This design comes from an exercise in tuning for small area, a short achievable clock period and few clock cycles per item on the open sky130 flow, not from production work.
In this exercise RTL edits were held to simulation tests only and were not proved equivalent to the original.
Power figures rest on the tool's default switching activity, not on a simulated workload.

## crsf_cmd
module crsf_cmd (
    input  wire       clk,
    input  wire       rst,         
    input  wire       in_valid,
    input  wire [7:0] in_data,
    output wire       in_ready,
    output wire       out_valid,
    output wire [7:0] out_data,
    input  wire       out_ready
);
Size in the first run: roughly 1,800 cells after synthesis, about 150 flip-flops, about 22 I/O pins.
clock: 16.0 ns
lec_check: 0
abc_area: 1
cap_margin: 20
core_margin: 2
core_utilization: 40
slew_margin: 20
standard.sh (not shown) runs the stock make flow with config.mk's settings and CLKGATE_MAP_FILE= SYNTH_SCRIPT=/design/flow/synth_recipe.tcl, a recipe that flattens the netlist after the stock synthesis.
==> flow/flow/run.sh <==
#!/bin/bash
# Standard layout, with timing repair aimed below the clock period and
# plain buffers on the ports.
set -euo pipefail
bash standard.sh SETUP_SLACK_MARGIN=11.8 "BUFFER_PORTS_ARGS=-buffer_cell sky130_fd_sc_hd__buf_4" finish > standard.log 2>&1
Testbench counts at the start, summed over its fixed seeds: cycles 109,743, cmds 4,800.
==> next run, changes <==
==> flow/flow/run.sh (replaced) <==
#!/bin/bash
# Standard layout, with timing repair aimed below the clock period.
set -euo pipefail
bash standard.sh SETUP_SLACK_MARGIN=12 finish > standard.log 2>&1
--- a/flow/config.mk
+++ b/flow/config.mk
@@ -7,3 +7,2 @@
 export LEC_CHECK = 0
-export ABC_AREA = 1
 export CAP_MARGIN = 20
Result: Setup slack gets better by 48 ps. Sequential power falls by roughly a tenth. Core utilization grows by 0.84 points. Power falls by a quarter to a third. Combinational power falls by well over a third. Global-route usage decreases by 2.4 points. Wire length falls by roughly a tenth. Worst hold slack improved by 20 ps. Clock skew barely changes. Sequential share of layout area rose by 0.30 points. Via count falls by roughly a tenth.

---

Setup of before:
Another version of the RTL of crsf_cmd (not shown whole).
Size in the first run: roughly 1300 cells after synthesis, about 150 flip-flops, about 22 I/O pins.
clock: 16.0 ns
lec_check: 0
cap_margin: 20
core_margin: 2
core_utilization: 40
slew_margin: 20
==> flow/flow/run.sh <==
#!/bin/bash
# Standard layout, with timing repair aimed below the clock period and
# plain buffers on the ports.
set -euo pipefail
bash standard.sh SETUP_SLACK_MARGIN=11.9 "BUFFER_PORTS_ARGS=-buffer_cell sky130_fd_sc_hd__buf_4" finish > standard.log 2>&1
Testbench counts of before, summed over its fixed seeds: cycles 109,743, cmds 4,800.
The following lists how after was set up differently from before:
==> flow/flow/run.sh <==
#!/bin/bash
# Standard layout, with timing repair aimed below the clock period and
# plain buffers on the ports.
set -euo pipefail
bash standard.sh SETUP_SLACK_MARGIN=12 "BUFFER_PORTS_ARGS=-buffer_cell sky130_fd_sc_hd__buf_4" finish > standard.log 2>&1
[summary]
- after vs. before: share of power burned in the clock network went down by 1.4 points.
- Between before and after, the post-route clock period utilization figures differ only marginally.
- On finished layout cell area, after tracks before almost exactly.
- Share of total power consumed by net switching in after is 1.6 points above before.
- Relative to before, the internal power consumption measured on after has decreased by a few percent.
- Count of buffers not belonging to the clock network in the layout, after and before: smaller value in after
- before and after ended up with roughly the same sequential area share after synthesis.
- Having completed the whole flow, after delivered a layout that passed the timing, design-rule and antenna checks.
- Taking before as the reference, in after worst hold slack has increased; clock-buffer cell count has decreased; register fraction of the total cell area has remained practically unchanged.

---

Setup of v12:
crsf_cmd, a different RTL version from the one above (not shown whole).
Size in the first run: ~22 I/O pins, about 11000 µm² of cells after synthesis.
clock: 16.0 ns
lec_check: 0
cap_margin: 20
core_margin: 2
core_utilization: 65
place_density: 0.75
slew_margin: 20
==> flow/flow/run.sh <==
#!/bin/bash
# Standard layout, with timing repair aimed below the clock period and
# plain buffers on the ports.
set -euo pipefail
bash standard.sh SETUP_SLACK_MARGIN=11.8 "BUFFER_PORTS_ARGS=-buffer_cell sky130_fd_sc_hd__buf_4" finish > standard.log 2>&1
Testbench counts of v12, summed over its fixed seeds: cycles 109,743, cmds 4,800.
--- input diff v12..v31 ---
# v12
export LEC_CHECK = 0
export CAP_MARGIN = 20
export CORE_MARGIN = 2
export CORE_UTILIZATION = 65
export PLACE_DENSITY = 0.75
export SLEW_MARGIN = 20
create_clock -name core_clock -period 16.0 [get_ports {clk}]
# v31
export LEC_CHECK = 0
export CAP_MARGIN = 20
export CORE_MARGIN = 2
export CORE_UTILIZATION = 40
export SLEW_MARGIN = 20
create_clock -name core_clock -period 16.0 [get_ports {clk}]
==> flow/flow/run.sh <==
#!/bin/bash
# Standard layout, with timing repair aimed below the clock period and
# plain buffers on the ports.
set -euo pipefail
bash standard.sh SETUP_SLACK_MARGIN=12 "BUFFER_PORTS_ARGS=-buffer_cell sky130_fd_sc_hd__buf_4" finish > standard.log 2>&1
--- outcome ---
Timing, DRC, antenna: 0 failures across v31 and v12. For v12, the origin of the worst setup path was o_d[5], unlike v31, where it was hd[4]. v31 vs v12, cell with the largest stage delay on the worst path: sky130_fd_sc_hd__fa_1 vs sky130_fd_sc_hd__edfxtp_1. Reported for v31 and v12, I/O pin total turned out identical to the last digit. From v12 to v31 the numbers moved as follows: die area rose about 60%, total power of the final layout has increased, worst-case headroom to the max-slew limit rose by 0.81 points.

---

RTL: one of the versions met above, not the one the previous note started from.
Size: ~1300 cells after synthesis, roughly 150 flip-flops, roughly 22 I/O pins, roughly 0.011 sq mm of cells after synthesis.
export LEC_CHECK = 0
export CAP_MARGIN = 20
export CORE_MARGIN = 2
export CORE_UTILIZATION = 40
export SLEW_MARGIN = 20
create_clock -name core_clock -period 16.0 [get_ports {clk}]
==> flow/flow/run.sh <==
#!/bin/bash
# Standard layout, with timing repair aimed below the clock period and
# plain buffers on the ports.
set -euo pipefail
bash standard.sh SETUP_SLACK_MARGIN=11.7 "BUFFER_PORTS_ARGS=-buffer_cell sky130_fd_sc_hd__buf_4" finish > standard.log 2>&1
The first run completed with no timing, DRC or antenna violations.
Testbench counts at the start, summed over its fixed seeds: cycles 109,743, cmds 4,800.
Then changed:
==> flow/flow/run.sh (replaced) <==
#!/bin/bash
# Standard layout, with timing repair aimed below the clock period and
# plain buffers on the ports.
set -euo pipefail
bash standard.sh SETUP_SLACK_MARGIN=11.8 "BUFFER_PORTS_ARGS=-buffer_cell sky130_fd_sc_hd__buf_4" finish > standard.log 2>&1
Hold slack is worse by 4.4 ps.
Design area barely changes.
Non-clock buffer count shrinks by 2.
Synthesized cell count stays the same.
Clock skew barely changes.
Total power grows by 0.99%.
Setup slack is better by 7.3 ps.
Synthesized area is unchanged.
Via count grows by 0.65%.
Cell count hardly moves.
Clock power grows by about 3%.

-- static timing again, ports no longer ideal --
Ports are ideal in the flow. The routed layouts listed here were re-timed in OpenROAD. Step 1 assumes that a clkbuf_16 drives the clock port and a buf_2 every other input. Step 2 adds t to the input delays and takes it off the output delays; t is the mean of the earliest and latest rising clock arrival at the registers after step 1. Input paths then give back, and output paths get back, about the clock's delay inside the block. a / b / c = ideal / step 1 / step 2; a / b = the first two.
run	t (ns)	setup WS [ns]	slew at the worst register clock pin (ns)	worst slew at a driven data input, ns	cell pins on the clock port's net
the first run of note 1	0.478	11.779 / 11.779 / 11.543	0.07 / 0.07	0.06	1
the second run of note 1	0.486	11.827 / 11.778 / 11.625	0.07 / 0.07	0.06	1
before	0.479	11.824 / 11.776 / 11.530	0.08 / 0.08	0.04	1
after	0.490	11.802 / 11.755 / 11.725	0.08 / 0.08	0.04	1
v12	0.483	11.840 / 11.795 / 11.507	0.07 / 0.07	0.04	1
v31	0.494	11.825 / 11.782 / 11.555	0.08 / 0.08	0.05	1
the first run of note 4	0.483	11.849 / 11.802 / 11.453	0.07 / 0.07	0.04	1
the second run of note 4	0.476	11.857 / 11.804 / 11.457	0.07 / 0.07	0.04	1
After both steps setup and hold are still met in every run listed. The setup slack of the second run of note 4, which loses most, moves by -0.053 ns with the drivers and by -0.400 ns with both steps.
